This is an optimization exercise on Yosys and OpenROAD, whose aim is small area, a short achievable clock period and few clock cycles per item, not a production implementation.
RTL that was checked went through simulation tests only; none was proved equivalent to the original.
The RTL of runs 3, 5 and 6 was laid out without a check of its function.
Power is estimated from default activity; no workload was simulated.

===== design/flow/flow/run.sh =====
#!/bin/bash
# Standard synthesis, then the standard layout with two changes: the port
# buffers are plain buffers rather than the default delay-cell buffers, and
# repair_timing aims for a setup margin so the paths are sized for speed.
set -euo pipefail
MARGIN=$(cat flow/margin.txt)
bash standard.sh synth > synth.log 2>&1
bash standard.sh "BUFFER_PORTS_ARGS=-buffer_cell sky130_fd_sc_hd__buf_2" \
    "SETUP_SLACK_MARGIN=$MARGIN" finish > layout.log 2>&1

===== design/flow/flow/margin.txt =====
26.8

===== design/flow/standard.sh =====
#!/bin/bash
# synth_recipe.tcl (not shown) runs the flow's synth.tcl, then flattens the netlist and writes it again
# the make line also repeats each setting of config.mk as NAME=value (left out here)
make -C /OpenROAD-flow-scripts/flow DESIGN_CONFIG=/design/flow/config.mk WORK_HOME=/design/flow/orfs CLKGATE_MAP_FILE= SYNTH_SCRIPT=/design/flow/synth_recipe.tcl "${@:-finish}"

===== design/flow/config.mk =====
export PLATFORM = sky130hd
export DESIGN_NAME = dither_core
export DESIGN_NICKNAME = dither_core
export VERILOG_FILES = /design/flow/design.v
export SDC_FILE = /design/flow/constraint.sdc
export NUM_CORES = 4
export LEC_CHECK = 0
export CAP_MARGIN = 20
export CORE_MARGIN = 2
export CORE_UTILIZATION = 40
export SLEW_MARGIN = 20

===== design/flow/constraint.sdc =====
create_clock -name core_clock -period 35.0 [get_ports {clk}]
set_input_delay 7.0000 -clock core_clock [delete_from_list [all_inputs] [get_ports {clk}]]
set_output_delay 7.0000 -clock core_clock [all_outputs]
set_load 0.01 [all_outputs]

===== design/flow/design.v =====
module dither_core #(
    parameter ACC_CELLS = 24
) (
    input  wire        clk,
    input  wire        rst,           
    input  wire        start,
    input  wire [1:0]  mode,
    input  wire [3:0]  fmt,
    input  wire [15:0] org_x,
    input  wire [15:0] org_y,
    input  wire [15:0] tile_w,
    input  wire [15:0] tile_h,
    output wire        busy,
    input  wire        pix_valid,
    output wire        pix_ready,
    input  wire [7:0]  pix_b0,
    input  wire [7:0]  pix_b1,
    output reg         out_valid,
    input  wire        out_ready,
    output reg         out_dark
);
    function [15:0] wexp(input [5:0] c, input integer n, input integer k);
        integer v, mx;
        begin
            mx = (1 << n) - 1;
            wexp = 16'd0;
            for (v = 0; v < 64; v = v + 1)
                if (v <= mx && c == v)
                    wexp = k * ((v * 255 + mx / 2) / mx);
        end
    endfunction
    function [7:0] luma(input [3:0] f, input [7:0] b0, input [7:0] b1);
        reg [15:0] v, tr, tg, tb, s;
        begin
            v = {b1, b0};
            if (f == 4'd1) begin
                tr = wexp({3'd0, b0[7:5]}, 3, 77);
                tg = wexp({3'd0, b0[4:2]}, 3, 150);
                tb = wexp({4'd0, b0[1:0]}, 2, 29);
            end else begin
                tr = wexp({1'b0, v[15:11]}, 5, 77);
                tg = wexp(v[10:5], 6, 150);
                tb = wexp({1'b0, v[4:0]}, 5, 29);
            end
            s = tr + tg + tb;
            luma = (f == 4'd1 || f == 4'd2) ? s[15:8] : b0;
        end
    endfunction
    function [5:0] bayer(input [2:0] row, input [2:0] col);
        reg [47:0] r;
        begin
            case (row)
                3'd0: r = {6'd42, 6'd10, 6'd34, 6'd2,  6'd40, 6'd8,  6'd32, 6'd0 };
                3'd1: r = {6'd26, 6'd58, 6'd18, 6'd50, 6'd24, 6'd56, 6'd16, 6'd48};
                3'd2: r = {6'd38, 6'd6,  6'd46, 6'd14, 6'd36, 6'd4,  6'd44, 6'd12};
                3'd3: r = {6'd22, 6'd54, 6'd30, 6'd62, 6'd20, 6'd52, 6'd28, 6'd60};
                3'd4: r = {6'd41, 6'd9,  6'd33, 6'd1,  6'd43, 6'd11, 6'd35, 6'd3 };
                3'd5: r = {6'd25, 6'd57, 6'd17, 6'd49, 6'd27, 6'd59, 6'd19, 6'd51};
                3'd6: r = {6'd37, 6'd5,  6'd45, 6'd13, 6'd39, 6'd7,  6'd47, 6'd15};
                default: r = {6'd21, 6'd53, 6'd29, 6'd61, 6'd23, 6'd55, 6'd31, 6'd63};
            endcase
            bayer = r[col*6 +: 6];
        end
    endfunction
    function [2:0] kcode(input st, input integer p);
        integer dy, dx;
        begin
            if (p < 2) begin
                dy = 0; dx = p + 1;
            end else if (p < 7) begin
                dy = 1; dx = p - 4;
            end else begin
                dy = 2; dx = p - 9;
            end
            kcode = 3'd0;
            if (st) begin
                if (dy == 0 && dx == 1) kcode = 3'd1;
                if (dy == 0 && dx == 2) kcode = 3'd2;
                if (dy == 1) kcode = (dx == 0) ? 3'd1 : (dx == 1 || dx == -1) ? 3'd2 : 3'd3;
                if (dy == 2) kcode = (dx == 0) ? 3'd2 : (dx == 1 || dx == -1) ? 3'd3 : 3'd4;
            end else begin
                if (dy == 0 && dx == 1)  kcode = 3'd5;
                if (dy == 1 && dx == -1) kcode = 3'd1;
                if (dy == 1 && dx == 0)  kcode = 3'd6;
                if (dy == 1 && dx == 1)  kcode = 3'd7;
            end
        end
    endfunction
    function slot_ok(input c1, input c2, input m1, input m2, input integer p);
        integer dx;
        begin
            dx = (p < 2) ? p + 1 : (p < 7) ? p - 4 : p - 9;
            slot_ok = (dx == -2) ? c2 : (dx == -1) ? c1 : (dx == 1) ? m1 : (dx == 2) ? m2 : 1'b1;
        end
    endfunction
    function [7:0] pick(input [2:0] code, input [7:0] a1, input [7:0] a2,
                        input [7:0] a3, input [7:0] a4, input [7:0] a5,
                        input [7:0] a6, input [7:0] a7);
        begin
            case (code)
                3'd1: pick = a1;
                3'd2: pick = a2;
                3'd3: pick = a3;
                3'd4: pick = a4;
                3'd5: pick = a5;
                3'd6: pick = a6;
                3'd7: pick = a7;
                default: pick = 8'd0;
            endcase
        end
    endfunction
    reg        busy_r;
    reg        prdy_r;
    reg        in_v;             
    reg [7:0]  b0_r, b1_r;
    reg [1:0]  mode_r;
    reg [3:0]  fmt_r;
    reg [15:0] w_r;
    reg [15:0] colrem;           
    reg [15:0] rowrem;           
    reg [1:0]  cs;               
    reg [2:0]  xb, x0b, yb;
    reg        row0;             
    reg        done_p;           
    reg [1:0]  gap;              
    assign busy      = busy_r;
    assign pix_ready = prdy_r;
    wire take = pix_valid && prdy_r;
    wire [1:0] algo_c = (mode_r[1] && (w_r > (mode_r[0] ? 16'd20 : 16'd22))) ? 2'd0 : mode_r;
    wire       narrow = algo_c[1] && (w_r < 16'd5);
    wire [2:0] pad    = 3'd5 - w_r[2:0];       
    reg  [1:0] algo;
    reg        narrow_r, short;
    reg  [4:0] tap;                            
    wire       ed     = algo[1];
    wire       st     = algo[0];
    wire rowend = (colrem == 16'd1);
    reg        l_v;
    reg [7:0]  L_r;
    reg        dk_r;             
    reg        f_m1, f_m2, f_c1, f_c2, f_end, f_fresh;
    wire [7:0] L   = luma(fmt_r, b0_r, b1_r);
    wire [7:0] thr = {bayer(yb, xb), 2'b10};
    reg  signed [7:0] H0, H1, XW0, XW1, XW2;
    reg  signed [6:0] XW3, XW4;
    reg  signed [5:0] YW0, YW1, YW2;
    reg  signed [4:0] YW3;
    reg  signed [2:0] YW4;
    reg  [8*17-1:0]   D1;              
    reg  [6*15-1:0]   D2;              
    reg  [2:0]        dcnt;            
    wire dummy = (dcnt != 3'd0);
    wire step  = ed && (l_v || dummy);
    wire signed [9:0] s = $signed({2'b00, L_r}) + H0;
    wire [7:0] cor = s[9] ? 8'd0 : s[8] ? 8'd255 : s[7:0];
    wire ed_dark = !cor[7];
    wire signed [8:0] e = cor[7] ? $signed({1'b0, cor}) - 9'sd255 : $signed({1'b0, cor});
    wire signed [10:0] e3 = e * 3;
    wire signed [11:0] e5 = e * 5;
    wire signed [11:0] e7 = e * 7;
    wire signed [7:0] k1 = e3 >>> 4;
    wire signed [7:0] k2 = e3 >>> 5;
    wire signed [7:0] k3 = e3 >>> 6;
    wire signed [7:0] k4 = e >>> 5;
    wire signed [7:0] k5 = e7 >>> 4;
    wire signed [7:0] k6 = e5 >>> 4;
    wire signed [7:0] k7 = e >>> 4;
    wire dark = ed ? ed_dark : dk_r;
    wire [8*12-1:0] kc;
    genvar g;
    generate
        for (g = 0; g < 12; g = g + 1) begin : slot
            assign kc[8*g +: 8] = (l_v && slot_ok(f_c1, f_c2, f_m1, f_m2, g)) ?
                                  pick(kcode(st, g), k1, k2, k3, k4, k5, k6, k7) : 8'd0;
        end
    endgenerate
    wire signed [7:0] d1t = f_fresh ? 8'sd0 : $signed(D1[8*tap +: 8]);
    wire signed [5:0] d2t = (f_fresh || !st) ? 6'sd0 : $signed(D2[6*tap +: 6]);
    wire signed [7:0] src1 = short ? XW0 : d1t;
    wire signed [6:0] src2 = short ? YW0 : d2t;
    reg  v1, v2, v3, d1, d2, d3;      
    wire drain = out_valid && out_ready;
    wire [2:0] cnt  = {2'b00, out_valid} + {2'b00, v1} + {2'b00, v2} + {2'b00, v3};
    wire X0 = rowend && (rowrem == 16'd1);
    wire X1 = (rowrem == 16'd1 && colrem == 16'd2) || (w_r == 16'd1 && rowrem == 16'd2);
    wire done_n = done_p || (in_v && X0);
    wire av0 = in_v ? !X0 : !done_p;
    wire av1 = in_v ? (!X0 && !X1) : (!done_p && !X0);
    wire te1 = in_v ? (colrem == 16'd2 || w_r == 16'd1) : rowend;
    wire [2:0] held = cnt + {2'b00, l_v} + {2'b00, in_v};
    wire [2:0] qn0  = cnt + {2'b00, l_v};     
    wire bz0 = !(done_n && !in_v && qn0 == 3'd0);
    wire bz1 = !(done_n && !in_v && qn0 == 3'd1);
    wire ok  = (gap == 2'd0);
    wire p00 = bz0 && av0 && ok && (held <= 3'd3);
    wire p01 = bz1 && av0 && ok && (held <= 3'd4);
    wire p10 = bz0 && av1 && ok && (held <= 3'd2) && !(narrow && te1);
    wire p11 = bz1 && av1 && ok && (held <= 3'd3) && !(narrow && te1);
    wire busy_n = drain ? bz1 : bz0;
    wire prdy_n = take ? (drain ? p11 : p10) : (drain ? p01 : p00);
    wire take_end = take && te1;
    wire q0v = drain ? v1 : out_valid;
    wire q0d = drain ? d1 : out_dark;
    wire q1v = drain ? v2 : v1;
    wire q1d = drain ? d2 : d1;
    wire q2v = drain ? v3 : v2;
    wire q2d = drain ? d3 : d2;
    wire q3v = drain ? 1'b0 : v3;
    always @(posedge clk) begin
        if (rst) begin
            busy_r    <= 1'b0;
            prdy_r    <= 1'b0;
            in_v      <= 1'b0;
            l_v       <= 1'b0;
            out_valid <= 1'b0;
            v1        <= 1'b0;
            v2        <= 1'b0;
            v3        <= 1'b0;
        end else if (!busy_r) begin
            busy_r <= start;
            prdy_r <= start && (tile_w != 16'd0) && (tile_h != 16'd0);
            in_v   <= 1'b0;
            l_v    <= 1'b0;
        end else begin
            busy_r <= busy_n;
            prdy_r <= prdy_n;
            in_v   <= take;
            l_v    <= in_v;
            out_valid <= q0v || (l_v && !q0v);
            v1        <= q1v || (l_v && q0v && !q1v);
            v2        <= q2v || (l_v && q1v && !q2v);
            v3        <= q3v || (l_v && q2v && !q3v);
        end
        b0_r <= pix_b0;
        b1_r <= pix_b1;
        algo     <= algo_c;
        narrow_r <= narrow;
        short    <= (w_r < 16'd6);             
        tap      <= w_r[4:0] - 5'd6;
        L_r     <= L;
        dk_r    <= (algo == 2'd0) ? !L[7] : (L < thr);
        f_m1    <= !rowend;              
        f_m2    <= (colrem > 16'd2);     
        f_c1    <= (cs != 2'd0);         
        f_c2    <= cs[1];                
        f_end   <= rowend;
        f_fresh <= row0 && (colrem > 16'd2);
        out_dark <= (l_v && !q0v) ? dark : q0d;
        d1       <= (l_v && q0v && !q1v) ? dark : q1d;
        d2       <= (l_v && q1v && !q2v) ? dark : q2d;
        d3       <= (l_v && q2v && !q3v) ? dark : d3;
        if (!busy_r) begin
            mode_r <= mode;
            fmt_r  <= fmt;
            w_r    <= tile_w;
            colrem <= tile_w;
            rowrem <= tile_h;
            cs     <= 2'd0;
            xb     <= org_x[2:0];
            x0b    <= org_x[2:0];
            yb     <= org_y[2:0];
            row0   <= 1'b1;
            done_p <= (tile_w == 16'd0) || (tile_h == 16'd0);
            gap    <= 2'd0;
            dcnt   <= 3'd0;
            H0  <= 0; H1  <= 0;
            XW0 <= 0; XW1 <= 0; XW2 <= 0; XW3 <= 0; XW4 <= 0;
            YW0 <= 0; YW1 <= 0; YW2 <= 0; YW3 <= 0; YW4 <= 0;
        end else begin
            if (in_v) begin
                colrem <= rowend ? w_r : colrem - 16'd1;
                if (rowend)
                    rowrem <= rowrem - 16'd1;
                cs     <= rowend ? 2'd0 : (cs == 2'd3) ? 2'd3 : cs + 2'd1;
                xb     <= rowend ? x0b : xb + 3'd1;
                yb     <= yb + {2'b00, rowend};
                row0   <= row0 && !rowend;
                done_p <= done_n;
            end
            if (gap != 2'd0)
                gap <= gap - 2'd1;
            else if (narrow && take_end)
                gap <= pad[1:0] - 2'd1;
            if (l_v)
                dcnt <= (narrow_r && f_end) ? pad : 3'd0;
            else if (dummy)
                dcnt <= dcnt - 3'd1;
            if (step) begin
                H0  <= H1  + $signed(kc[0 +: 8]);
                H1  <= src1 + $signed(kc[8 +: 8]);
                XW0 <= XW1 + $signed(kc[16 +: 8]);
                XW1 <= XW2 + $signed(kc[24 +: 8]);
                XW2 <= XW3 + $signed(kc[32 +: 8]);
                XW3 <= XW4 + $signed(kc[40 +: 8]);
                XW4 <= src2 + $signed(kc[48 +: 8]);
                YW0 <= YW1 + $signed(kc[56 +: 8]);
                YW1 <= YW2 + $signed(kc[64 +: 8]);
                YW2 <= YW3 + $signed(kc[72 +: 8]);
                YW3 <= YW4 + $signed(kc[80 +: 8]);
                YW4 <= $signed(kc[88 +: 8]);
                D1  <= {D1[8*16-1:0], XW0};
                D2  <= {D2[6*14-1:0], YW0};
            end
        end
    end
endmodule

==> run notes, run 1 <==
flops & latches, synth between 400 and 500; Crit path max-delay family flip-flops; main flop type after synthesis edfxtp_1; Max Clock Freq about 120 MHz; fill count around 6300; relative slew slack around 34%; Sink Count 430; most frequent cell after synthesis nand2_1; Synth area leader edfxtp_1; mean number of vias per cell roughly 5.7; fraction of layout cells with a size suffix above 1 between 9 and 10%; worst skew pair latency 0.61 ns; Util after Layout around 45%; row count 94; Setup crit end kind output port; max_cap viols 0; Worst Clk Skew 0.0266 ns; Initial Utilization between 40% and 50%; Ys Warns 1; Layout Cell Area excl Fill 0.0295 mm²; dpl hpwl between 40000 and 50000 µm; Seq/Total Area, Yosys 43.4%; clk slew on worst S/H paths 0.06 ns; top-area cell type share of the netlist area approximately a third; IO Count 95; Crit path largest cell delay ~0.40 ns; core area 0.0659 mm²; Setup crit start kind flip-flop; htree depth 2; Post-Syn Instances between 2000 and 3000; final setup fails 0; largest net degree at the start of global routing about 230; fin cells 3633; CP Cell Sequence buf_2; IO Port Bufs just under 70; maximum root-to-sink buffer count 3; CTS root buf clkbuf_16; Antenna Violating Nets Remaining 0; RD Place Congestion between 0.9 and 1; Synth Area per Inst around 9.7 µm²; Post-synth top cells 313 x nand2_1, 294 x edfxtp_1, 284 x a21oi_1; fin crit share approximately a quarter; asr flop ratio synth 0%; WL final 70300 µm; DRC violations left 0; first-pass GRT wire length about 110000 µm; total congestion overflow 0; EDFF count, synth slightly below 300; status no timing/DRC/antenna violations; antenna violations before repair 0; RSZ-0062 raised after global routing no; Worst EP arrival around 1.2 ns; Pleak 0.0109 µW; GRT Util Overall 20.4%; via count 20758; n_diodes 0; Worst-Margin Slew around 0.99 ns; worst path required time around 28 ns; P&R area growth vs syn 10.7%; Die Y between 200 and 300 µm; total CTS buffers 49; die area just under 0.07 mm²; power per cell area between 50 and 60 mW/mm²; CP bufs+invs 1; crit path max fanout 10; WS Path Type reg2out; Avg WL per Cell a little under 20 µm; Post-Syn Area 0.0266 mm²; Tmin final 8.15 ns; setup_tns 0 ns; placed instance area 0.0277 mm²; DP Cell Count 3540; Max Slew Vio Count 0; CP max-delay cell dfxtp_4; maximum vdd drop roughly 0.000038 V; vias in the first global route just over 20000; hold_buf cts 0; iteration-0 DRC count of the detailed router 1784; worst hold path class reg2reg; layout net count around 3000; count of cell types in the netlist 89; die span in x roughly 260 µm; Net Count, Synth just over 3000; Synth area leaders edfxtp_1 33%, dfxtp_1 10%, ha_1 7.5%, a21oi_1 5.3%, nand2_1 4.4%; endpoints failing hold 0; TritonRoute pass-1 iters 6; CTS tree built
[layout by cell type, fill, tap and decap left out, types with 15 or more instances in the layout]
| cell | Yosys | layout |
|---|---|---|
| fa_1 | 34 | 34 |
| o21bai_1 | 22 | 22 |
| a21oi_1 | 284 | 284 |
| xnor2_1 | 107 | 107 |
| a31oi_1 | 33 | 33 |
| o22ai_1 | 18 | 18 |
| or3_1 | 15 | 15 |
| dfxtp_1 | 136 | 132 |
| clkbuf_1 | 132 | 15 |
| and2_1 | 21 | 21 |
| a22oi_1 | 20 | 20 |
| xor2_1 | 28 | 27 |
| clkbuf_16 | 0 | 49 |
| edfxtp_1 | 294 | 294 |
| nor2b_1 | 36 | 35 |
| buf_4 | 0 | 33 |
| mux2i_1 | 43 | 43 |
| o31ai_1 | 22 | 22 |
| nand2_1 | 313 | 313 |
| mux2_2 | 18 | 18 |
| o21ai_0 | 172 | 172 |
| nor2_1 | 229 | 228 |
| a21o_1 | 33 | 33 |
| nand2b_1 | 22 | 21 |
| a221oi_1 | 28 | 28 |
| inv_1 | 122 | 122 |
| nor4_1 | 22 | 22 |
| mux4_2 | 40 | 40 |
| buf_2 | 4 | 68 |
| ha_1 | 160 | 159 |
| o211ai_1 | 18 | 18 |
| a211oi_1 | 33 | 33 |
| nor3_1 | 51 | 51 |
| nand3_1 | 37 | 37 |
[cells by family (layout without fill, tap and decap cells)]
kind of cell / after synthesis / in the layout / share of synthesized area, %
mux: 101 / 101 / 5.76
fa+ha+maj: 195 / 195 / 10.1
simple gates: 799 / 799 / 13.6
xor+xnor: 139 / 139 / 4.78
buf+inv: 287 / 320 / 4.07
flops: 430 / 430 / 43.4
compound gates: 785 / 785 / 18.3
[per-stage QoR]
step           setup WS (ns)  total power [µW]  hold WS (ns)
2_1_floorplan          27.03               855         0.354
3_3_place_gp           26.58               940         0.362
3_5_place_dp           26.54               948         0.370
4_1_cts                26.82              1490         0.387
5_1_grt                26.81              1560         0.397
6_report               26.85              1480         0.390
[state kept, by name (all words and copies together) (netlist names), 16 cells and up]
name / flops
D1: 136
D2: 90
colrem: 16
rowrem: 16
w_r: 16
[power by group]
group / switching (µW) / internal, µW / total (µW)
sequential: 14.9 / 555 / 570
combinational: 222 / 152 / 374
clock: 217 / 320 / 537
total: 453 / 1030 / 1480
[path summary, 6_finish.rpt]
| kind | to | slack (ns) | cells after the start | startpoint |
|---|---|---|---|---|
| setup / recovery | out_valid | 26.85 | 1 | out_valid$_SDFFE_PP0P_ |
| hold / removal | f_c2$_DFF_P_ | 0.39 | 0 | cs[1]$_SDFFE_PN0P_ |
| setup reg to reg | dk_r$_DFF_P_ | 27.39 | 28 | b1_r[0]$_DFF_P_ |
| hold reg to reg | f_c2$_DFF_P_ | 0.39 | 0 | cs[1]$_SDFFE_PN0P_ |
[layer usage]
metal  part of all wire, %  GRT usage, %  up-vias
met4                   2.0          4.94        0
met2                    46          32.4      573
met5                     0             0        -
met3                   5.1          2.77      105
met1                    47          29.4    10113
li1                      -             -     9967
[repair_timing]
item | CTS | global route
setup endpoints to repair | 2 | 1
buffers inserted | 1 | 0
resized for setup | 3 | 1
endpoints found under the hold margin | 0 | 0
gates cloned | 0 | 0
pin swaps | 0 | 0
[final cells by class]
type                            count  area (µm²)  area share, %
Sequential cell                   430       11600           39.2
Tap cell                          864        1080           3.67
Inverter                          126         475           1.61
Multi-Input combinational cell   2019       14000           47.6
Clock inverter                     24         364           1.24
Clock buffer                       67        1320           4.49
Timing Repair Buffer              103         636           2.16
Testbench counts, summed over its fixed seeds: cycles 29,690, pixels 27,820.
==> run 2: changes to the inputs <==
==> design/flow/run.sh (new file) <==
#!/bin/bash
# synth_recipe.tcl (not shown) runs the flow's synth.tcl, then flattens the netlist and writes it again
# the make line also repeats each setting of config.mk as NAME=value (left out here)
make -C /OpenROAD-flow-scripts/flow DESIGN_CONFIG=/design/flow/config.mk WORK_HOME=/design/flow/orfs CLKGATE_MAP_FILE= SYNTH_SCRIPT=/design/flow/synth_recipe.tcl finish
removed: design/flow/flow/run.sh
removed: design/flow/flow/margin.txt
removed: design/flow/standard.sh
==> run 2 against run 1 <==
Against the previous run:
- die area unchanged
- fmax is 8.6% lower
- wire length shrank 0.16%
- flip-flop and latch count stayed put
- worst setup slack worse by 0.76 ns
- hold slack worse by 0.0075 ns
- largest cell class unchanged
- combinational power up 1%
- still clean on timing, DRC and antenna
==> run notes, run 2 <==
clk slew on worst S/H paths 0.06 ns (about the same); fraction of layout cells with a size suffix above 1 7.48% (-2.4 points); fill count 6212 (-0.99%); worst path required time 28.00 ns (about the same); Setup crit end kind output port; max reg flops 136 (unchanged); largest net degree at the start of global routing 226 (-0.44%); Net Count, Synth 3021 (unchanged); IO Count 95 (unchanged); RD Place Congestion 0.910 (-1.7%); status no timing/DRC/antenna violations; die span in x 262 µm (unchanged); iteration-0 DRC count of the detailed router 1934 (+8.4%); WS Path Type reg2out; area of the multi-input gates 0.0140 mm² (about the same); worst skew pair latency 0.61 ns (about the same); endpoints failing hold 0 (unchanged); Pleak 0.0109 µW (-0.34%); DRC violations left 0 (unchanged); Worst-Margin Slew 1.04 ns (+0.0490 ns); worst hold path class reg2reg; crit path max fanout 33 (+23); CP max-delay cell clkdlybuf4s50_1; total CTS buffers 49 (unchanged); Post-CTS Repair Setup Buffers 0 (-1); maximum root-to-sink buffer count 3 (unchanged); die area 0.0686 mm² (unchanged); commonest non-fill, non-tap cell in the layout nand2_1; antenna violations before repair 0 (unchanged); Biggest register D1; placed instance area 0.0281 mm² (+1.2%); Worst Clk Skew 0.0308 ns (+0.00419 ns); Setup crit start kind flip-flop; dpl hpwl 48000 µm (+0.58%); first-pass GRT wire length 112000 µm (-0.30%); max_cap viols 0 (unchanged); n_diodes 0 (unchanged); Crit path max-delay family buffers and inverters; commonest non-fill, non-tap cells in the layout 313 x nand2_1, 294 x edfxtp_1, 284 x a21oi_1, 228 x nor2_1, 172 x o21ai_0; Post-Syn Instances 2736 (unchanged); post_cts resized 0 (-3); fin crit share 25.5% (+2.2 points); CP bufs+invs 2 (+1); Sink Count 430 (unchanged); setup_tns 0 ns (unchanged); count of cell types in the netlist 89 (unchanged); via count 20882 (+0.60%); WL final 70200 µm (-0.16%); RSZ-0062 raised after global routing no; CTS root buf clkbuf_16; row count 94 (unchanged); flops & latches, synth 430 (unchanged); Synth Area per Inst 9.73 µm² (unchanged); register area 0.0116 mm² (about the same); final setup fails 0 (unchanged); Post-Syn Area 0.0266 mm² (unchanged); pre-CTS WS 26.23 ns (-0.309 ns); maximum vdd drop 0.0000372 V (-2.2%); main flop type after synthesis edfxtp_1; Layout Cell Area excl Fill 0.0298 mm² (+1.1%); htree depth 2 (unchanged); CP Cell Sequence buf_4 -> clkdlybuf4s50_1; TritonRoute pass-1 iters 7 (+1); top-area cell type share of the netlist area 33.2% (unchanged); Die Y 262 µm (unchanged); core area 0.0659 mm² (unchanged); Util after Layout 45.3% (+0.51 points); Tmin final 8.91 ns (+0.764 ns); Seq/Total Area, Yosys 43.4% (unchanged); Max Clock Freq 112 MHz (-8.6%); IO Port Bufs 68 (unchanged); final worst setup slack 26.09 ns (-0.764 ns); Ys Warns 1 (unchanged); most frequent cell after synthesis nand2_1; Initial Utilization 40.4% (unchanged); CTS tree built; asr flop ratio synth 0% (unchanged); total congestion overflow 0 (unchanged); layout net count 3011 (-0.10%); vias in the first global route 20144 (-0.29%); hold_buf cts 0 (unchanged); EDFF count, synth 294 (unchanged); Avg WL per Cell 19.3 µm (about the same); Synth area leaders edfxtp_1 33%, dfxtp_1 10%, ha_1 7.5%, a21oi_1 5.3%, nand2_1 4.4%; Worst EP arrival 1.91 ns (+0.76 ns); power per cell area 50.1 mW/mm² (-0.29%); Post-synth top cells 313 x nand2_1, 294 x edfxtp_1, 284 x a21oi_1; P&R area growth vs syn 12.0%; GRT Util Overall 20.4% (about the same); Synth area leader edfxtp_1; Largest regs D1 x136, D2 x90; Antenna Violating Nets Remaining 0 (unchanged); Crit path largest cell delay 0.63 ns (+0.23 ns); mean number of vias per cell 5.75 (+0.68%); relative slew slack 30.3% (-3.4 points); Max Slew Vio Count 0 (unchanged)
-- run 2: final cells by class --
| class | instances | share of cell area [%] |
|---|---|---|
| clock inverters | 29 | 1.47 |
| well taps | 864 | 3.63 |
| flip-flops and latches | 430 | 38.8 |
| multi-input cells | 2019 | 47.0 |
| inverters | 126 | 1.59 |
| repair buffers | 100 | 3.20 |
| clock buffers | 62 | 4.31 |
-- run 2: cells by family (layout without fill, tap and decap cells) --
logic type / after synthesis / count (layout) / share of synthesized area (%)
multiplexers: 101 / 101 / 5.76
AND/OR/NAND/NOR: 799 / 799 / 13.6
AO/OA/AOI/OAI: 785 / 785 / 18.3
adder cells (fa/ha/maj): 195 / 195 / 10.1
buffers and inverters: 287 / 317 / 4.07
flip-flops: 430 / 430 / 43.4
XOR/XNOR: 139 / 139 / 4.78
-- run 2: stage by stage --
stage	total power (µW)	cells	hold WS, ns
2_1_floorplan	854	2736	0.354
3_3_place_gp	944	3538	0.365
3_5_place_dp	953	3538	0.370
4_1_cts	1500	3629	0.381
5_1_grt	1580	3630	0.394
6_report	1490	3630	0.383
-- run 2: worst paths after layout --
path	start	cells after the start	to	slack, ns
hold / removal	cs[1]$_SDFFE_PN0P_	0	f_c2$_DFF_P_	0.38
setup reg to reg	L_r[0]$_DFF_P_	32	H1[7]$_SDFFE_PN0P_	27.15
setup / recovery	busy_r$_SDFF_PP0_	2	busy	26.09
hold reg to reg	cs[1]$_SDFFE_PN0P_	0	f_c2$_DFF_P_	0.38
-- run 2: worst register-to-register path: cells and delay by family (launching register included) --
kind	cells	cell delay, ns
flip-flops	1	0.34
buffers and inverters	2	0.16
adder cells (fa/ha/maj)	6	1.97
AND/OR/NAND/NOR	7	1.88
XOR/XNOR	4	1.32
AO/OA/AOI/OAI	13	2.06
-- run 2: power by group --
group	switching (µW)	internal, µW	leakage, µW
Clock	221	323	0.000801
Sequential	16.0	555	0.00369
Combinational	222	156	0.00641
-- run 2: per-layer routing --
layer | up-vias | global-route usage (%) | part of all wire [%]
li1 | 9969 | - | -
met1 | 10173 | 29.3 | 46
met2 | 602 | 31.5 | 45
met3 | 138 | 3.16 | 5.6
met4 | 0 | 6.78 | 3.1
met5 | - | 0 | 0
==> run 3: changes to the inputs <==
--- a/design/flow/design.v
+++ b/design/flow/design.v
@@ -112,4 +112,5 @@
     reg        busy_r;
     reg        prdy_r;
+    reg        busy_o, prdy_o;   
     reg        in_v;             
     reg [7:0]  b0_r, b1_r;
@@ -124,6 +125,6 @@
     reg        done_p;           
     reg [1:0]  gap;              
-    assign busy      = busy_r;
-    assign pix_ready = prdy_r;
+    assign busy      = busy_o;
+    assign pix_ready = prdy_o;
     wire take = pix_valid && prdy_r;
     wire [1:0] algo_c = (mode_r[1] && (w_r > (mode_r[0] ? 16'd20 : 16'd22))) ? 2'd0 : mode_r;
@@ -179,7 +180,8 @@
     wire signed [7:0] src1 = short ? XW0 : d1t;
     wire signed [6:0] src2 = short ? YW0 : d2t;
+    reg  v0, d0;                      
     reg  v1, v2, v3, d1, d2, d3;      
-    wire drain = out_valid && out_ready;
-    wire [2:0] cnt  = {2'b00, out_valid} + {2'b00, v1} + {2'b00, v2} + {2'b00, v3};
+    wire drain = v0 && out_ready;
+    wire [2:0] cnt  = {2'b00, v0} + {2'b00, v1} + {2'b00, v2} + {2'b00, v3};
     wire X0 = rowend && (rowrem == 16'd1);
     wire X1 = (rowrem == 16'd1 && colrem == 16'd2) || (w_r == 16'd1 && rowrem == 16'd2);
@@ -200,6 +202,6 @@
     wire prdy_n = take ? (drain ? p11 : p10) : (drain ? p01 : p00);
     wire take_end = take && te1;
-    wire q0v = drain ? v1 : out_valid;
-    wire q0d = drain ? d1 : out_dark;
+    wire q0v = drain ? v1 : v0;
+    wire q0d = drain ? d1 : d0;
     wire q1v = drain ? v2 : v1;
     wire q1d = drain ? d2 : d1;
@@ -213,5 +215,5 @@
             in_v      <= 1'b0;
             l_v       <= 1'b0;
-            out_valid <= 1'b0;
+            v0 <= 1'b0;
             v1        <= 1'b0;
             v2        <= 1'b0;
@@ -227,9 +229,13 @@
             in_v   <= take;
             l_v    <= in_v;
-            out_valid <= q0v || (l_v && !q0v);
+            v0 <= q0v || (l_v && !q0v);
             v1        <= q1v || (l_v && q0v && !q1v);
             v2        <= q2v || (l_v && q1v && !q2v);
             v3        <= q3v || (l_v && q2v && !q3v);
         end
+        busy_o    <= !rst && (busy_r ? busy_n : start);
+        prdy_o    <= !rst && (busy_r ? prdy_n : start && (tile_w != 16'd0) && (tile_h != 16'd0));
+        out_valid <= !rst && busy_r && (q0v || l_v);
+        out_dark  <= rst ? 1'b0 : (l_v && !q0v) ? dark : q0d;
         b0_r <= pix_b0;
         b1_r <= pix_b1;
@@ -246,5 +252,5 @@
         f_end   <= rowend;
         f_fresh <= row0 && (colrem > 16'd2);
-        out_dark <= (l_v && !q0v) ? dark : q0d;
+        d0 <= (l_v && !q0v) ? dark : q0d;
         d1       <= (l_v && q0v && !q1v) ? dark : q1d;
         d2       <= (l_v && q1v && !q2v) ? dark : q2d;
==> design/flow/flow/run.sh (new file) <==
#!/bin/bash
# Standard synthesis, then the standard layout with two changes: the port
# buffers are plain buffers rather than the default delay-cell buffers, and
# repair_timing aims for a setup margin so the paths are sized for speed.
set -euo pipefail
MARGIN=$(cat flow/margin.txt)
bash standard.sh synth > synth.log 2>&1
bash standard.sh "BUFFER_PORTS_ARGS=-buffer_cell sky130_fd_sc_hd__buf_2" \
    "SETUP_SLACK_MARGIN=$MARGIN" finish > layout.log 2>&1
==> design/flow/flow/margin.txt (new file) <==
26.9
==> design/flow/standard.sh (new file) <==
#!/bin/bash
# synth_recipe.tcl (not shown) runs the flow's synth.tcl, then flattens the netlist and writes it again
# the make line also repeats each setting of config.mk as NAME=value (left out here)
make -C /OpenROAD-flow-scripts/flow DESIGN_CONFIG=/design/flow/config.mk WORK_HOME=/design/flow/orfs CLKGATE_MAP_FILE= SYNTH_SCRIPT=/design/flow/synth_recipe.tcl "${@:-finish}"
--- a/design/flow/config.mk
+++ b/design/flow/config.mk
@@ -8,4 +8,4 @@
 export CAP_MARGIN = 20
 export CORE_MARGIN = 2
-export CORE_UTILIZATION = 40
+export CORE_UTILIZATION = 60
 export SLEW_MARGIN = 20
removed: design/flow/run.sh
==> run 3 against run 2 <==
Against the previous run:
- still clean on timing, DRC and antenna
- cell count down 7.6%
- core utilization up 21 points
- first-iteration DRC count down 0.98%
- critical path depth down 1
- hold slack worse by 0.0023 ns
- worst setup slack better by 0.88 ns
- via count up 0.49%
- register-to-register slack better by 0.24 ns
==> run notes, run 3 <==
top-area cell type share of the netlist area 32.9% (-0.27 points); count of cell types in the netlist 88 (-1.1%); main flop type after synthesis edfxtp_1; Antenna Violating Nets Remaining 0 (unchanged); Synth area leaders edfxtp_1 33%, dfxtp_1 11%, ha_1 7.5%, a21oi_1 4.8%, nand2_1 4.2%; HP Start cs[1]$_SDFFE_PN0P_; hold slack 0.381 ns (-0.00229 ns); Crit path max-delay family flip-flops; RSZ-0062 raised after global routing yes; final setup fails 0 (unchanged); RD Place Congestion 0.934 (+2.6%); Tmin final 8.03 ns (-0.883 ns); WS Path Type reg2out; Pleak 0.0112 µW (+2.4%); asr flop ratio synth 0% (unchanged); Die Y 215 µm (-18%); dpl hpwl 45600 µm (-5.0%); EDFF count, synth 293 (-0.34%); worst skew pair latency 0.60 ns (about the same); GRT Util Overall 28.8% (+8.4 points); worst reg-to-reg path cell count 32 (unchanged); maximum root-to-sink buffer count 3 (unchanged); antenna violations before repair 0 (unchanged); WL final 66800 µm (-4.8%); fraction of layout cells with a size suffix above 1 10.3% (+2.8 points); most frequent cell after synthesis nand2_1; relative slew slack 28.5% (-1.9 points); max reg flops 136 (unchanged); CP max-delay cell dfxtp_1; worst hold path class reg2reg; worst path required time 28.00 ns (about the same); Post-Syn Area 0.0267 mm² (+0.47%); Sink Count 434 (+0.93%); Worst Clk Skew 0.0203 ns (-0.0106 ns); iteration-0 DRC count of the detailed router 1915 (-0.98%); TritonRoute pass-1 iters 5 (-2); total congestion overflow 0 (unchanged); die span in x 215 µm (-18%); Setup crit start kind flip-flop; Worst-Margin Slew 1.07 ns (+0.0293 ns); maximum vdd drop 0.0000495 V (+33%); Max Clock Freq 125 MHz (+11%); commonest non-fill, non-tap cell in the layout nand2_1; setup_tns 0 ns (unchanged); Ys Warns 1 (unchanged); FF-to-FF setup slack 27.39 ns (+0.24 ns); IO Port Bufs 68 (unchanged); Initial Utilization 60.6% (+20 points); Crit path largest cell delay 0.30 ns (-0.33 ns); CTS root buf clkbuf_16; total power 1450 µW (-3.1%); fin crit share 22.9% (-2.5 points); Biggest register D1; Endpoint, Worst Hold f_c2$_DFF_P_; n_diodes 0 (unchanged); Setup crit end kind output port; DRC violations left 0 (unchanged); Util after Layout 65.8% (+21 points); via count 20984 (+0.49%); Synth area leader edfxtp_1; Post-synth top cells 299 x nand2_1, 293 x edfxtp_1, 259 x a21oi_1; fin cells 3355 (-7.6%); Largest regs D1 x136, D2 x90; IO Count 95 (unchanged); Net Count, Synth 3029 (+0.26%); die area 0.0463 mm² (-33%); clk slew on worst S/H paths 0.06 ns (about the same); power per cell area 49.8 mW/mm² (-0.57%); core area 0.0441 mm² (-33%); Post-Syn Instances 2744 (+0.29%); first-pass GRT wire length 108000 µm (-3.5%); flops & latches, synth 434 (+0.93%); htree depth 2 (unchanged); Synth Area per Inst 9.75 µm² (+0.18%); row count 77 (-18%); P&R area growth vs syn 8.59%; status no timing/DRC/antenna violations; commonest non-fill, non-tap cells in the layout 298 x nand2_1, 293 x edfxtp_1, 259 x a21oi_1, 248 x nor2_1, 160 x ha_1; hold_buf cts 0 (unchanged); endpoints failing hold 0 (unchanged); FF-to-FF End H1[7]$_SDFFE_PN0P_; Avg WL per Cell 19.9 µm (+3.0%); CTS tree built; fill count 3603 (-42%); Worst EP arrival 1.03 ns (-0.88 ns); worst reg2reg path startpoint H0[0]$_SDFFE_PN0P_; max_cap viols 0 (unchanged); CP Cell Sequence buf_2; largest net degree at the start of global routing 98 (-57%); crit path max fanout 1 (-97%); mean number of vias per cell 6.25 (+8.7%); Worst Hold Depth 0 (unchanged); total CTS buffers 48 (-2.0%); CP bufs+invs 1 (-1); Seq/Total Area, Yosys 43.5% (+0.057 points); Max Slew Vio Count 0 (unchanged); vias in the first global route 19989 (-0.77%); DP Cell Count 3265 (-7.7%); layout net count 3009 (-0.066%)
## run 3: cell count changes in the layout (fill, tap and decap cells not counted), sizes merged, moves of 11 or more
cell	delta
a21o	+19
a21oi	-25
buf	+66
clkdlybuf4s50	-68
nand2	-13
nand3	+14
nor2	+26
o21ai	-18
o31ai	-11
## run 3: area by class of cell
type / instances / area, µm² / area share, %
Clock inverter: 22 / 273 / 0.939
Sequential cell: 434 / 11600 / 40.0
Tap cell: 592 / 741 / 2.55
Timing Repair Buffer: 98 / 569 / 1.96
Multi-Input combinational cell: 2014 / 14000 / 48.3
Clock buffer: 67 / 1310 / 4.52
Inverter: 128 / 488 / 1.68
## run 3: metal layers
metal	vias to the layer above	wire, µm	track usage, %
met4	0	1580	8.09
li1	9989	-	-
met5	-	0	0
met1	10126	29800	41.1
met2	750	31300	46.3
met3	119	4120	3.75
## run 3: worst max path at each step
stage               cells past startpoint               start  slack [ns]            endpoint
floorplan                               5           out_ready       26.90        d2$_DFFE_PP_
global placement                        5          tile_w[14]       26.68      prdy_o$_DFF_P_
detailed placement                      5           tile_w[3]       26.69      prdy_o$_DFF_P_
CTS                                     1      busy_o$_DFF_P_       26.93                busy
global route                           32  H0[0]$_SDFFE_PN0P_       26.87  H1[7]$_SDFFE_PN0P_
finish                                  1      busy_o$_DFF_P_       26.97                busy
## run 3: what timing repair did
item | 4_1_cts | 5_1_grt
buffers inserted | 0 | 0
gates resized for setup | 0 | 4
endpoints found under the setup margin | 0 | 4
## run 3: per-stage QoR
step / setup slack [ns] / instance area [µm²]
after floorplan: 26.90 / 26800
after global placement: 26.68 / 27400
after detailed placement: 26.69 / 27400
after CTS: 26.93 / 29000
after global routing: 26.87 / 29000
final: 26.97 / 29000
## run 3: logic make-up after synthesis
group	after synthesis	synth area share (%)
and+or+nand+nor	821	14.0
AOI/OAI and AO/OA	761	18.0
DFF	434	43.5
buffers and inverters	296	4.31
adders and majority gates	195	10.1
xor gates and xnor gates	138	4.59
muxes	99	5.65
## run 3: where the power goes
group	switching, µW	total, µW	internal, µW
Clock	212	507	295
Combinational	212	361	149
Sequential	17.0	577	560
Total	441	1450	1000
==> run 4: changes to the inputs <==
--- a/design/flow/design.v
+++ b/design/flow/design.v
@@ -129,8 +129,10 @@
     wire take = pix_valid && prdy_r;
     wire [1:0] algo_c = (mode_r[1] && (w_r > (mode_r[0] ? 16'd20 : 16'd22))) ? 2'd0 : mode_r;
-    wire       narrow = algo_c[1] && (w_r < 16'd5);
-    wire [2:0] pad    = 3'd5 - w_r[2:0];       
+    wire [2:0] wmin   = algo_c[0] ? 3'd5 : 3'd3;   
+    wire       narrow = algo_c[1] && (w_r < {13'd0, wmin});
+    wire [2:0] pad    = wmin - w_r[2:0];       
     reg  [1:0] algo;
     reg        narrow_r, short;
+    reg        fs3, fs4;                       
     reg  [4:0] tap;                            
     wire       ed     = algo[1];
@@ -172,6 +174,16 @@
     generate
         for (g = 0; g < 12; g = g + 1) begin : slot
-            assign kc[8*g +: 8] = (l_v && slot_ok(f_c1, f_c2, f_m1, f_m2, g)) ?
-                                  pick(kcode(st, g), k1, k2, k3, k4, k5, k6, k7) : 8'd0;
+            wire [8*3-1:0] cand;         
+            genvar h;
+            for (h = 0; h < 3; h = h + 1) begin : sh
+                if (g + h < 12 && (h == 0 || g > 0))
+                    assign cand[8*h +: 8] = slot_ok(f_c1, f_c2, f_m1, f_m2, g + h) ?
+                        pick(kcode(st, g + h), k1, k2, k3, k4, k5, k6, k7) : 8'd0;
+                else
+                    assign cand[8*h +: 8] = 8'd0;
+            end
+            assign kc[8*g +: 8] = !l_v ? 8'd0 :
+                                  (st || g == 0) ? cand[7:0] :
+                                  fs3 ? cand[23:16] : fs4 ? cand[15:8] : cand[7:0];
         end
     endgenerate
@@ -242,4 +254,6 @@
         algo     <= algo_c;
         narrow_r <= narrow;
+        fs3      <= (w_r < 16'd4);
+        fs4      <= (w_r == 16'd4);
         short    <= (w_r < 16'd6);             
         tap      <= w_r[4:0] - 5'd6;
==> run 4 against run 3 <==
Against the previous run:
- fmax up 0.16%
- critical endpoint unchanged
- first-iteration DRC count up 13%
- highest routed layer unchanged
- sequential power about the same
- sequential share of layout area down 0.82 points
- still clean on timing, DRC and antenna
- critical path depth unchanged
- via count up 5.3%
==> run notes, run 4 <==
status no timing/DRC/antenna violations; Antenna Violating Nets Remaining 0 (unchanged); count of cell types in the netlist 90 (+2.3%); WL final 75000 µm (+12%); Ys Warns 1 (unchanged); CTS root buf clkbuf_16; WS Path Type reg2out; most frequent cell after synthesis nand2_1; Crit path largest cell delay 0.31 ns (about the same); vias in the first global route 21039 (+5.3%); CP max-delay cell dfxtp_1; Internal 1010 µW (+0.95%); htree depth 2 (unchanged); total CTS buffers 46 (-4.2%); row count 78 (+1.3%); Initial Utilization 60.5% (-0.099 points); Worst EP arrival 1.01 ns (-0.02 ns); CTS tree built; Biggest register D1; DP Cell Count 3343 (+2.4%); fin crit share 22.9% (-0.037 points); fraction of layout cells with a size suffix above 1 11.5% (+1.2 points); clk slew on worst S/H paths 0.06 ns (about the same); Post-Syn Area 0.0273 mm² (+2.0%); IO Port Bufs 68 (unchanged); CP Cell Sequence buf_2; Layout Cell Area excl Fill 0.0297 mm² (+2.4%); Crit. path cell count 1 (unchanged); Tmin final 8.01 ns (-0.0131 ns); crit path max fanout 1 (unchanged); Setup crit start kind flip-flop; power per cell area 50.5 mW/mm² (+1.5%); maximum root-to-sink buffer count 3 (unchanged); die span in x 217 µm (+0.99%); Net Sw Frac 32.5% (+2.0 points); worst path required time 28.00 ns (about the same); core area 0.0451 mm² (+2.2%); commonest non-fill, non-tap cell in the layout nand2_1; clock power share 34.0% (-1.1 points); Worst Hold Depth 0 (unchanged); Max Slew Vio Count 0 (unchanged); mean number of vias per cell 6.43 (+2.9%); total congestion overflow 0 (unchanged); dpl hpwl 50600 µm (+11%); Sink Count 436 (+0.46%); largest net degree at the start of global routing 136 (+39%); HP Start cs[1]$_SDFFE_PN0P_; Net Count, Synth 3093 (+2.1%); FF-to-FF setup slack 27.39 ns (about the same); hold_buf cts 0 (unchanged); Endpoint, Worst Hold f_c2$_DFF_P_; Synth area leader edfxtp_1; via count 22104 (+5.3%); maximum vdd drop 0.0000604 V (+22%); flops & latches, synth 436 (+0.46%); Largest regs D1 x136, D2 x90; FF-to-FF End XW0[7]$_SDFFE_PN0P_; placed instance area 0.0281 mm² (+2.3%); die area 0.0472 mm² (+2.0%); Worst Clk Skew 0.0332 ns (+0.0130 ns); IO Count 95 (unchanged); DRC violations left 0 (unchanged); Setup crit end kind output port; TritonRoute pass-1 iters 5 (unchanged); Avg WL per Cell 21.8 µm (+9.7%); Crit path max-delay family flip-flops; Synth area leaders edfxtp_1 32%, dfxtp_1 10%, ha_1 7.6%, mux4_2 5.3%, a21oi_1 4.8%; layout net count 3086 (+2.6%); max_cap viols 0 (unchanged); Die Y 217 µm (+0.99%); commonest non-fill, non-tap cells in the layout 323 x nand2_1, 293 x edfxtp_1, 255 x a21oi_1, 252 x nor2_1, 171 x o21ai_0; setup_tns 0 ns (unchanged); fin cells 3435 (+2.4%); antenna violations before repair 0 (unchanged); final setup fails 0 (unchanged); worst reg-to-reg path cell count 32 (unchanged); CP bufs+invs 1 (unchanged); Combinational Power Share 27.7% (+2.7 points); main flop type after synthesis edfxtp_1; Synth Area per Inst 9.73 µm² (-0.13%); Net Switching 488 µW (+11%); worst hold path class reg2reg; Worst-Margin Slew 0.984 ns (-0.0890 ns); GRT Util Overall 31.5% (+2.7 points); worst skew pair latency 0.60 ns (about the same); EDFF count, synth 293 (unchanged); Max Clock Freq 125 MHz (+0.16%); endpoints failing hold 0 (unchanged); power share of the sequential group 38.3% (-1.6 points); total power 1500 µW (+3.9%); Pleak 0.0113 µW (+0.91%); iteration-0 DRC count of the detailed router 2160 (+13%); RSZ-0062 raised after global routing no; top-area cell type share of the netlist area 32.2% (-0.65 points); Post-synth top cells 325 x nand2_1, 293 x edfxtp_1, 260 x a21oi_1; RD Place Congestion 0.933 (-0.11%); Seq/Total Area, Yosys 42.7% (-0.71 points); max reg flops 136 (unchanged); worst reg2reg path startpoint L_r[3]$_DFF_P_; asr flop ratio synth 0% (unchanged); first-pass GRT wire length 118000 µm (+8.9%); P&R area growth vs syn 9.04%; Post-Syn Instances 2803 (+2.2%); relative slew slack 34.4% (+5.9 points)
-- run 4: changes by cell type in the layout (fill, tap and decap cells not counted), sizes merged, moves of 7 or more --
cell    change
a311oi      +7
buf        +11
a221oi     -17
o21ai      +16
nand3      -11
o31ai       +8
nand2      +25
a22oi       +9
mux2i      -30
mux4       +24
xnor2      -10
inv        +17
clkbuf      -8
-- run 4: repair_timing --
action                                  in CTS  in global routing
setup buffers                                0                  5
pin swaps                                    0                  3
endpoints found under the setup margin       6                  8
resized for setup                            7                 10
-- run 4: cell families (layout without fill, tap and decap cells) --
family | count (synthesis) | after routing | synth area share, %
AO/OA/AOI/OAI | 790 | 790 | 18.2
XOR/XNOR | 132 | 132 | 4.33
adder cells (fa/ha/maj) | 200 | 200 | 10.1
buffers and inverters | 307 | 338 | 4.30
flip-flops | 436 | 436 | 42.7
multiplexers | 94 | 94 | 6.46
other | 0 | 1 | 0
AND/OR/NAND/NOR | 844 | 844 | 13.9
-- run 4: routing by layer --
metal,track usage [%],up-vias,share of wire (%)
met4,9.59,0,2.8
met1,43.9,10706,43
met5,0,-,0
met3,4.78,161,7.1
li1,-,10257,-
met2,51.2,980,48
-- run 4: area by class of cell --
type / instances / area [µm²]
Clock buffer: 59 / 1260
Multi-Input combinational cell: 2060 / 14500
Tap cell: 600 / 751
Inverter: 143 / 547
Antenna cell: 1 / 2.50
Fill cell: 3590 / 15300
Sequential cell: 436 / 11700
Timing Repair Buffer: 109 / 652
Clock inverter: 27 / 318
-- run 4: per-stage QoR --
| stage | hold WS (ns) | setup WS [ns] | utilization, % |
|---|---|---|---|
| after CTS | 0.393 | 26.96 | 65.8 |
| after detailed placement | 0.384 | 26.51 | 62.2 |
| after global placement | 0.369 | 26.59 | 62.2 |
| after global routing | 0.407 | 26.89 | 66.0 |
| after floorplan | 0.346 | 26.90 | - |
| final | 0.395 | 26.99 | 66.0 |
-- run 4: power by group through the flow --
stage          logic [µW]  clock network (µW)  registers, µW
6_report              416                 512            575
3_3_place_gp          385                   0            585
5_1_grt               454                 535            577
4_1_cts               403                 517            575
3_5_place_dp          395                   0            586
2_1_floorplan         291                   0            579
-- run 4: worst max path at each step --
stage / from / endpoint
global placement: H0[0]$_SDFFE_PN0P_ / XW1[7]$_SDFFE_PN0P_
finish: busy_o$_DFF_P_ / busy
floorplan: out_ready / d2$_DFFE_PP_
CTS: busy_o$_DFF_P_ / busy
global route: H0[0]$_SDFFE_PN0P_ / XW1[7]$_SDFFE_PN0P_
detailed placement: H0[0]$_SDFFE_PN0P_ / XW1[7]$_SDFFE_PN0P_
Testbench counts of run 4, summed over its fixed seeds: cycles 29,447, pixels 27,820.
==> run 5: changes to the inputs <==
--- a/design/flow/design.v
+++ b/design/flow/design.v
@@ -129,11 +129,11 @@
     wire take = pix_valid && prdy_r;
     wire [1:0] algo_c = (mode_r[1] && (w_r > (mode_r[0] ? 16'd20 : 16'd22))) ? 2'd0 : mode_r;
-    wire [2:0] wmin   = algo_c[0] ? 3'd5 : 3'd3;   
-    wire       narrow = algo_c[1] && (w_r < {13'd0, wmin});
-    wire [2:0] pad    = wmin - w_r[2:0];       
+    wire       narrow = algo_c[1] && (w_r < 16'd5);
+    wire [2:0] pad    = 3'd5 - w_r[2:0];       
     reg  [1:0] algo;
     reg        narrow_r, short;
-    reg        fs3, fs4;                       
-    reg  [4:0] tap;                            
+    reg  [4:0] sel1;
+    reg  [3:0] sel2;
+    wire [4:0] dl = w_r[4:0] - 5'd5;
     wire       ed     = algo[1];
     wire       st     = algo[0];
@@ -150,6 +150,12 @@
     reg  signed [4:0] YW3;
     reg  signed [2:0] YW4;
-    reg  [8*17-1:0]   D1;              
-    reg  [6*15-1:0]   D2;              
+    reg  [8*8-1:0]    D1a;             
+    reg  [8*4-1:0]    D1b;
+    reg  [8*2-1:0]    D1c, D1d;
+    reg  [7:0]        D1e;
+    reg  [6*8-1:0]    D2a;             
+    reg  [6*4-1:0]    D2b;
+    reg  [6*2-1:0]    D2c;
+    reg  [5:0]        D2d;
     reg  [2:0]        dcnt;            
     wire dummy = (dcnt != 3'd0);
@@ -174,20 +180,19 @@
     generate
         for (g = 0; g < 12; g = g + 1) begin : slot
-            wire [8*3-1:0] cand;         
-            genvar h;
-            for (h = 0; h < 3; h = h + 1) begin : sh
-                if (g + h < 12 && (h == 0 || g > 0))
-                    assign cand[8*h +: 8] = slot_ok(f_c1, f_c2, f_m1, f_m2, g + h) ?
-                        pick(kcode(st, g + h), k1, k2, k3, k4, k5, k6, k7) : 8'd0;
-                else
-                    assign cand[8*h +: 8] = 8'd0;
-            end
-            assign kc[8*g +: 8] = !l_v ? 8'd0 :
-                                  (st || g == 0) ? cand[7:0] :
-                                  fs3 ? cand[23:16] : fs4 ? cand[15:8] : cand[7:0];
+            assign kc[8*g +: 8] = (l_v && slot_ok(f_c1, f_c2, f_m1, f_m2, g)) ?
+                                  pick(kcode(st, g), k1, k2, k3, k4, k5, k6, k7) : 8'd0;
         end
     endgenerate
-    wire signed [7:0] d1t = f_fresh ? 8'sd0 : $signed(D1[8*tap +: 8]);
-    wire signed [5:0] d2t = (f_fresh || !st) ? 6'sd0 : $signed(D2[6*tap +: 6]);
+    wire [7:0] d1a = sel1[4] ? D1a[8*7 +: 8] : XW0;
+    wire [7:0] d1b = sel1[3] ? D1b[8*3 +: 8] : d1a;
+    wire [7:0] d1c = sel1[2] ? D1c[8*1 +: 8] : d1b;
+    wire [7:0] d1d = sel1[1] ? D1d[8*1 +: 8] : d1c;
+    wire [7:0] d1e = sel1[0] ? D1e : d1d;
+    wire [5:0] d2a = sel2[3] ? D2a[6*7 +: 6] : YW0;
+    wire [5:0] d2b = sel2[2] ? D2b[6*3 +: 6] : d2a;
+    wire [5:0] d2c = sel2[1] ? D2c[6*1 +: 6] : d2b;
+    wire [5:0] d2d = sel2[0] ? D2d : d2c;
+    wire signed [7:0] d1t = f_fresh ? 8'sd0 : $signed(d1e);
+    wire signed [5:0] d2t = (f_fresh || !st) ? 6'sd0 : $signed(d2d);
     wire signed [7:0] src1 = short ? XW0 : d1t;
     wire signed [6:0] src2 = short ? YW0 : d2t;
@@ -254,8 +259,7 @@
         algo     <= algo_c;
         narrow_r <= narrow;
-        fs3      <= (w_r < 16'd4);
-        fs4      <= (w_r == 16'd4);
         short    <= (w_r < 16'd6);             
-        tap      <= w_r[4:0] - 5'd6;
+        sel1     <= (dl >= 5'd16) ? {4'b1111, dl[0]} : {dl[3:1], 1'b0, dl[0]};
+        sel2     <= dl[3:0];
         L_r     <= L;
         dk_r    <= (algo == 2'd0) ? !L[7] : (L < thr);
@@ -319,6 +323,13 @@
                 YW3 <= YW4 + $signed(kc[80 +: 8]);
                 YW4 <= $signed(kc[88 +: 8]);
-                D1  <= {D1[8*16-1:0], XW0};
-                D2  <= {D2[6*14-1:0], YW0};
+                D1a <= {D1a[8*7-1:0], XW0};
+                D1b <= {D1b[8*3-1:0], d1a};
+                D1c <= {D1c[7:0], d1b};
+                D1d <= {D1d[7:0], d1c};
+                D1e <= d1d;
+                D2a <= {D2a[6*7-1:0], YW0};
+                D2b <= {D2b[6*3-1:0], d2a};
+                D2c <= {D2c[5:0], d2b};
+                D2d <= d2c;
             end
         end
==> design/flow/flow/run.sh (replaced) <==
#!/bin/bash
# Standard synthesis, then the standard layout with these changes: the
# port buffers are plain buffers rather than the default delay-cell buffers,
# repair_timing aims for a setup margin (flow/margin.txt) so the paths are
# sized for speed, and the clock tree is built with the options in
# flow/cts_args.txt (no dummy loads, smaller buffers).
set -euo pipefail
MARGIN=$(cat flow/margin.txt)
CTS=$(cat flow/cts_args.txt)
bash standard.sh synth > synth.log 2>&1
bash standard.sh "BUFFER_PORTS_ARGS=-buffer_cell sky130_fd_sc_hd__buf_2" \
    "SETUP_SLACK_MARGIN=$MARGIN" "CTS_ARGS=$CTS" finish > layout.log 2>&1
==> design/flow/flow/cts_args.txt (new file) <==
-sink_clustering_enable -repair_clock_nets -dont_use_dummy_load -buf_list {sky130_fd_sc_hd__clkbuf_8 sky130_fd_sc_hd__clkbuf_16} -sink_clustering_size 20 -sink_clustering_max_diameter 50
==> design/flow/flow/margin.txt (replaced) <==
27.0
==> run 5 against run 4 <==
Against the previous run:
- critical endpoint unchanged
- register-to-register slack gained 0.07 ns
- worst setup slack gained 0.027 ns
- count of clock-buffer cells in the layout shrank 18
- still clean on timing, DRC and antenna
- core utilization shrank 1.5 points
- critical path depth is the same
- first-iteration DRC count shrank 12%
==> run notes, run 5 <==
Avg WL per Cell 20.4 µm (-6.4%); power per cell area 48.1 mW/mm² (-4.8%); antenna violations before repair 0 (unchanged); WS Path Type reg2out; fin crit share 22.8% (-0.076 points); RD Place Congestion 0.929 (-0.36%); Antenna Violating Nets Remaining 0 (unchanged); Largest regs D1a x64, D2a x48, D1b x32; IO Count 95 (unchanged); most frequent cell after synthesis edfxtp_1; Sink Count 437 (+0.23%); Synth Area per Inst 9.60 µm² (-1.3%); power share of the sequential group 42.9% (+4.6 points); Max Clock Freq 125 MHz (+0.33%); EDFF count, synth 293 (unchanged); count of cell types in the netlist 101 (+12%); final setup fails 0 (unchanged); fill count 3577 (-0.36%); vias in the first global route 19947 (-5.2%); clk slew on worst S/H paths 0.08 ns (+0.02 ns); relative slew slack 31.1% (-3.3 points); Crit path largest cell delay 0.32 ns (about the same); pre-CTS WS 26.69 ns (+0.180 ns); row count 77 (-1.3%); DRC violations left 0 (unchanged); IO Port Bufs 68 (unchanged); setup_tns 0 ns (unchanged); Setup crit start kind flip-flop; max reg flops 64 (-53%); largest net degree at the start of global routing 145 (+6.6%); RSZ-0062 raised after global routing yes; WL final 68200 µm (-9.1%); Tmin final 7.99 ns (-0.0265 ns); mean number of vias per cell 6.27 (-2.5%); die area 0.0460 mm² (-2.6%); TritonRoute pass-1 iters 6 (+1); Max Slew Vio Count 0 (unchanged); core area 0.0439 mm² (-2.6%); worst path required time 28.00 ns (about the same); first-pass GRT wire length 109000 µm (-7.8%); area of the multi-input gates 0.0138 mm² (-5.4%); die span in x 214 µm (-1.3%); Synth area leader edfxtp_1; main flop type after synthesis edfxtp_1; Post-Syn Instances 2765 (-1.4%); Post-Syn Area 0.0266 mm² (-2.7%); Net Sw Frac 31.6% (-0.89 points); endpoints failing hold 0 (unchanged); dpl hpwl 47000 µm (-7.2%); Seq/Total Area, Yosys 44.0% (+1.2 points); commonest non-fill, non-tap cells in the layout 293 x edfxtp_1, 290 x nand2_1, 266 x a21oi_1, 204 x nor2_1, 171 x o21ai_0; Synth area leaders edfxtp_1 33%, dfxtp_1 11%, ha_1 7.7%, a21oi_1 5.1%, nand2_1 4.1%; n_diodes 0 (-1); CP bufs+invs 1 (unchanged); final worst setup slack 27.01 ns (+0.0265 ns); Worst Clk Skew 0.0689 ns (+0.0357 ns); CTS tree built; Combinational Power Share 29.1% (+1.4 points); hold_buf cts 0 (unchanged); Die Y 214 µm (-1.3%); max_cap viols 0 (unchanged); FF-to-FF setup slack 27.46 ns (+0.07 ns); Net Count, Synth 3053 (-1.3%); Initial Utilization 60.4% (-0.062 points); Post-synth top cells 293 x edfxtp_1, 292 x nand2_1, 269 x a21oi_1; Util after Layout 64.5% (-1.5 points); register area 0.0117 mm² (+0.15%); asr flop ratio synth 0% (unchanged); Setup crit end kind output port; Layout Cell Area excl Fill 0.0283 mm² (-4.7%); fraction of layout cells with a size suffix above 1 10.0% (-1.5 points); via count 20947 (-5.2%); P&R area growth vs syn 6.73%; crit path max fanout 1 (unchanged); commonest non-fill, non-tap cell in the layout edfxtp_1; CTS root buf clkbuf_16; Worst EP arrival 0.99 ns (-0.02 ns); top-area cell type share of the netlist area 33.1% (+0.88 points); GRT Util Overall 29.3% (-2.2 points); Worst-Margin Slew 1.03 ns (+0.0492 ns); flops & latches, synth 437 (+0.23%); maximum vdd drop 0.0000426 V (-29%); htree depth 2 (unchanged); iteration-0 DRC count of the detailed router 1909 (-12%); layout net count 3037 (-1.6%); Ys Warns 1 (unchanged); status no timing/DRC/antenna violations; worst skew pair latency 0.58 ns (-0.02 ns); total congestion overflow 0 (unchanged); Net Switching 431 µW (-12%); maximum root-to-sink buffer count 3 (unchanged); worst hold path class reg2reg; Pleak 0.0108 µW (-4.0%); hold slack 0.371 ns (-0.0231 ns); CP max-delay cell dfxtp_2; placed instance area 0.0272 mm² (-3.0%); Crit path max-delay family flip-flops; Biggest register D1a; clock power share 28.0% (-6.0 points); total CTS buffers 41 (-11%); Internal 932 µW (-8.1%); CP Cell Sequence buf_6
-- run 5: changes by cell type after synthesis, sizes merged, moves of 9 or more --
| cell | delta |
|---|---|
| a221oi | -9 |
| a22oi | -9 |
| a31oi | +12 |
| clkbuf | -11 |
| mux2 | +56 |
| mux2i | +10 |
| mux4 | -64 |
| nand2 | -32 |
| nor2 | -46 |
| nor3 | +11 |
| o21a | +9 |
| xnor2 | -10 |
-- run 5: timing repair --
action,in CTS,in global routing
gates resized for setup,7,12
hold endpoints to repair,0,0
gates cloned,0,0
pin swaps,0,1
setup endpoints to repair,5,18
buffers inserted,0,1
-- run 5: per-stage QoR --
stage / total power (µW) / instances
after CTS: 1360 / 3337
after global placement: 961 / 3296
after detailed placement: 975 / 3296
after global routing: 1430 / 3339
final: 1360 / 3339
after floorplan: 879 / 2765
-- run 5: layout make-up --
type | count | area share (%)
timing repair buffer | 100 | 2.14
sequential | 437 | 41.2
tap | 592 | 2.61
clock buffer | 41 | 3.62
multi-input combinational | 2033 | 48.6
inverter | 136 | 1.84
-- run 5: cells by family after synthesis --
logic type | synth area share [%]
and+or+nand+nor | 14.9
AOI/OAI and AO/OA | 18.4
DFF | 44.0
buffers and inverters | 4.49
adders and majority gates | 10.3
xor gates and xnor gates | 3.95
muxes | 3.96
-- run 5: per-layer routing --
layer | vias to the layer above | wire, µm | track usage [%]
li1 | 10026 | - | -
met1 | 10043 | 30100 | 41.0
met2 | 732 | 31600 | 47.3
met3 | 146 | 4210 | 3.38
met4 | 0 | 2300 | 10.7
met5 | - | 0 | 0
-- run 5: worst paths after layout --
check | start | cells past startpoint | end
setup / recovery | busy_o$_DFF_P_ | 1 | busy
hold / removal | D2c[3]$_DFFE_PP_ | 0 | D2c[9]$_DFFE_PP_
setup reg to reg | H0[0]$_SDFFE_PN0P_ | 34 | H0[7]$_SDFFE_PN0P_
hold reg to reg | D2c[3]$_DFFE_PP_ | 0 | D2c[9]$_DFFE_PP_
-- run 5: power by group through the flow --
stage,sequential (µW),combinational [µW],clock [µW]
after floorplan,586,293,0
after global placement,595,367,0
after detailed placement,596,379,0
after CTS,585,383,389
after global routing,587,438,408
final,585,396,382
==> run 6: changes to the inputs <==
==> design/flow/flow/cts_args.txt (replaced) <==
-sink_clustering_enable -repair_clock_nets -dont_use_dummy_load
==> run 6 against run 5 <==
Against the previous run:
- still clean on timing, DRC and antenna
- count of clock-buffer cells in the layout up 6
- combinational power barely moved
- cell count up 0.21%
- clock skew grew 0.0070 ns
- clock power rose by about 10%
- sequential power hardly changed
- via count grew 0.82%
- core utilization up 0.34 points
==> run notes, run 6 <==
status no timing/DRC/antenna violations; dpl hpwl 47000 µm (unchanged); Worst Clk Skew 0.0760 ns (+0.00704 ns); FF-to-FF setup slack 27.51 ns (+0.05 ns); Synth area leader edfxtp_1; hold_buf cts 0 (unchanged); fin crit share 22.9% (+0.037 points); max_cap viols 0 (unchanged); antenna violations before repair 0 (unchanged); P&R area growth vs syn 7.29%; CTS root buf clkbuf_16; vias in the first global route 20103 (+0.78%); Net Count, Synth 3053 (unchanged); GRT Util Overall 29.6% (+0.31 points); CP Cell Sequence buf_6; worst setup path end out_valid; Post-Syn Instances 2765 (unchanged); layout net count 3044 (+0.23%); Synth Area in Compound Gates 18.4% (unchanged); Crit path max-delay family flip-flops; die span in x 214 µm (unchanged); maximum vdd drop 0.0000455 V (+6.8%); worst hold path class reg2reg; via count 21119 (+0.82%); worst reg2reg path startpoint H0[0]$_SDFFE_PN0P_; WS Path Type reg2out; Adder-Cell Fraction of Synth Area 10.3% (unchanged); XOR/XNOR Fraction of Synth Area 3.95% (unchanged); Synth Area per Inst 9.60 µm² (unchanged); RD Place Congestion 0.929 (unchanged); main flop type after synthesis edfxtp_1; RSZ-0062 raised after global routing yes; Biggest register D1a; area of the multi-input gates 0.0138 mm² (about the same); largest family of logic cells by synthesized area compound AO/OA/AOI/OAI gates; final setup fails 0 (unchanged); Largest regs D1a x64, D2a x48, D1b x32; row count 77 (unchanged); worst path required time 28.00 ns (about the same); htree depth 2 (unchanged); fin cells 3346 (+0.21%); Synth Area in Simple Gates 14.9% (unchanged); Worst Hold Depth 0 (unchanged); crit path max fanout 1 (unchanged); IO Count 95 (unchanged); CP startpoint out_valid$_DFF_P_; power per cell area 49.3 mW/mm² (+2.5%); Seq/Total Area, Yosys 44.0% (unchanged); top-area cell type share of the netlist area 33.1% (unchanged); Pleak 0.0109 µW (+0.72%); Max Clock Freq 125 MHz (-0.16%); maximum root-to-sink buffer count 3 (unchanged); relative slew slack 30.2% (-0.88 points); count of cell types in the netlist 101 (unchanged); mux cell area share after synthesis 3.96% (unchanged); DP Cell Count 3296 (unchanged); commonest non-fill, non-tap cell in the layout edfxtp_1; Synth area leaders edfxtp_1 33%, dfxtp_1 11%, ha_1 7.7%, a21oi_1 5.1%, nand2_1 4.1%; die area 0.0460 mm² (unchanged); Setup crit end kind output port; commonest non-fill, non-tap cells in the layout 293 x edfxtp_1, 290 x nand2_1, 266 x a21oi_1, 204 x nor2_1, 171 x o21ai_0; largest net degree at the start of global routing 145 (unchanged); Util after Layout 64.9% (+0.34 points); mean number of vias per cell 6.31 (+0.61%); Ys Warns 1 (unchanged); IO Port Bufs 68 (unchanged); total CTS buffers 47 (+15%); Tmin final 8.00 ns (+0.0129 ns); WL final 68800 µm (+0.89%); Worst EP arrival 1.00 ns (about the same); Crit path largest cell delay 0.32 ns (about the same)
## run 6: worst min path at each step
stage	start	slack [ns]	to
floorplan	cs[1]$_SDFFE_PN0P_	0.35	f_c2$_DFF_P_
global placement	cs[1]$_SDFFE_PN0P_	0.36	f_c2$_DFF_P_
detailed placement	cs[1]$_SDFFE_PN0P_	0.37	f_c2$_DFF_P_
CTS	cs[1]$_SDFFE_PN0P_	0.38	f_c2$_DFF_P_
global route	cs[1]$_SDFFE_PN0P_	0.40	f_c2$_DFF_P_
finish	cs[1]$_SDFFE_PN0P_	0.38	f_c2$_DFF_P_
## run 6: layout make-up
cell class / count / share of cell area [%]
multi-input cells: 2033 / 48.3
flip-flops and latches: 437 / 41.0
clock buffers: 47 / 4.13
well taps: 592 / 2.60
repair buffers: 101 / 2.16
inverters: 136 / 1.83
## run 6: per-layer routing
| metal | share of wire [%] | GRT usage [%] |
|---|---|---|
| met4 | 3.5 | 10.8 |
| met1 | 43 | 41.7 |
| met2 | 46 | 47.3 |
| met3 | 6.9 | 3.63 |
| met5 | 0 | 0 |
## run 6: metrics by stage
stage	area [µm²]	power [µW]	setup slack (ns)	hold slack (ns)
detailed placement	27200	975	26.69	0.371
finish	28500	1400	27.00	0.378
CTS	28400	1400	26.98	0.381
global route	28500	1470	26.97	0.399
floorplan	26600	879	27.01	0.354
global placement	27200	961	26.69	0.363
## run 6: timing repair
item,in CTS,in global routing
resized for setup,8,10
endpoints found under the setup margin,5,17
setup buffers,0,2
pin swaps,0,1
## run 6: power breakdown
part / internal (µW) / switching (µW)
combinational: 161 / 236
clock: 235 / 186
sequential: 567 / 18.5
## run 6: kinds of logic after synthesis
group / after synthesis
flip-flops: 437
XOR/XNOR: 119
adder cells (fa/ha/maj): 198
AND/OR/NAND/NOR: 837
buffers and inverters: 295
AO/OA/AOI/OAI: 783
multiplexers: 96

Re-timed with assumed drivers on the ports (clkbuf_16 on the clock, buf_2 on other inputs), run 6 has 26.940 ns of setup slack against 26.999 ns with ideal ports, and 26.720 ns once port delays also move by the mid clock arrival of 0.601 ns.
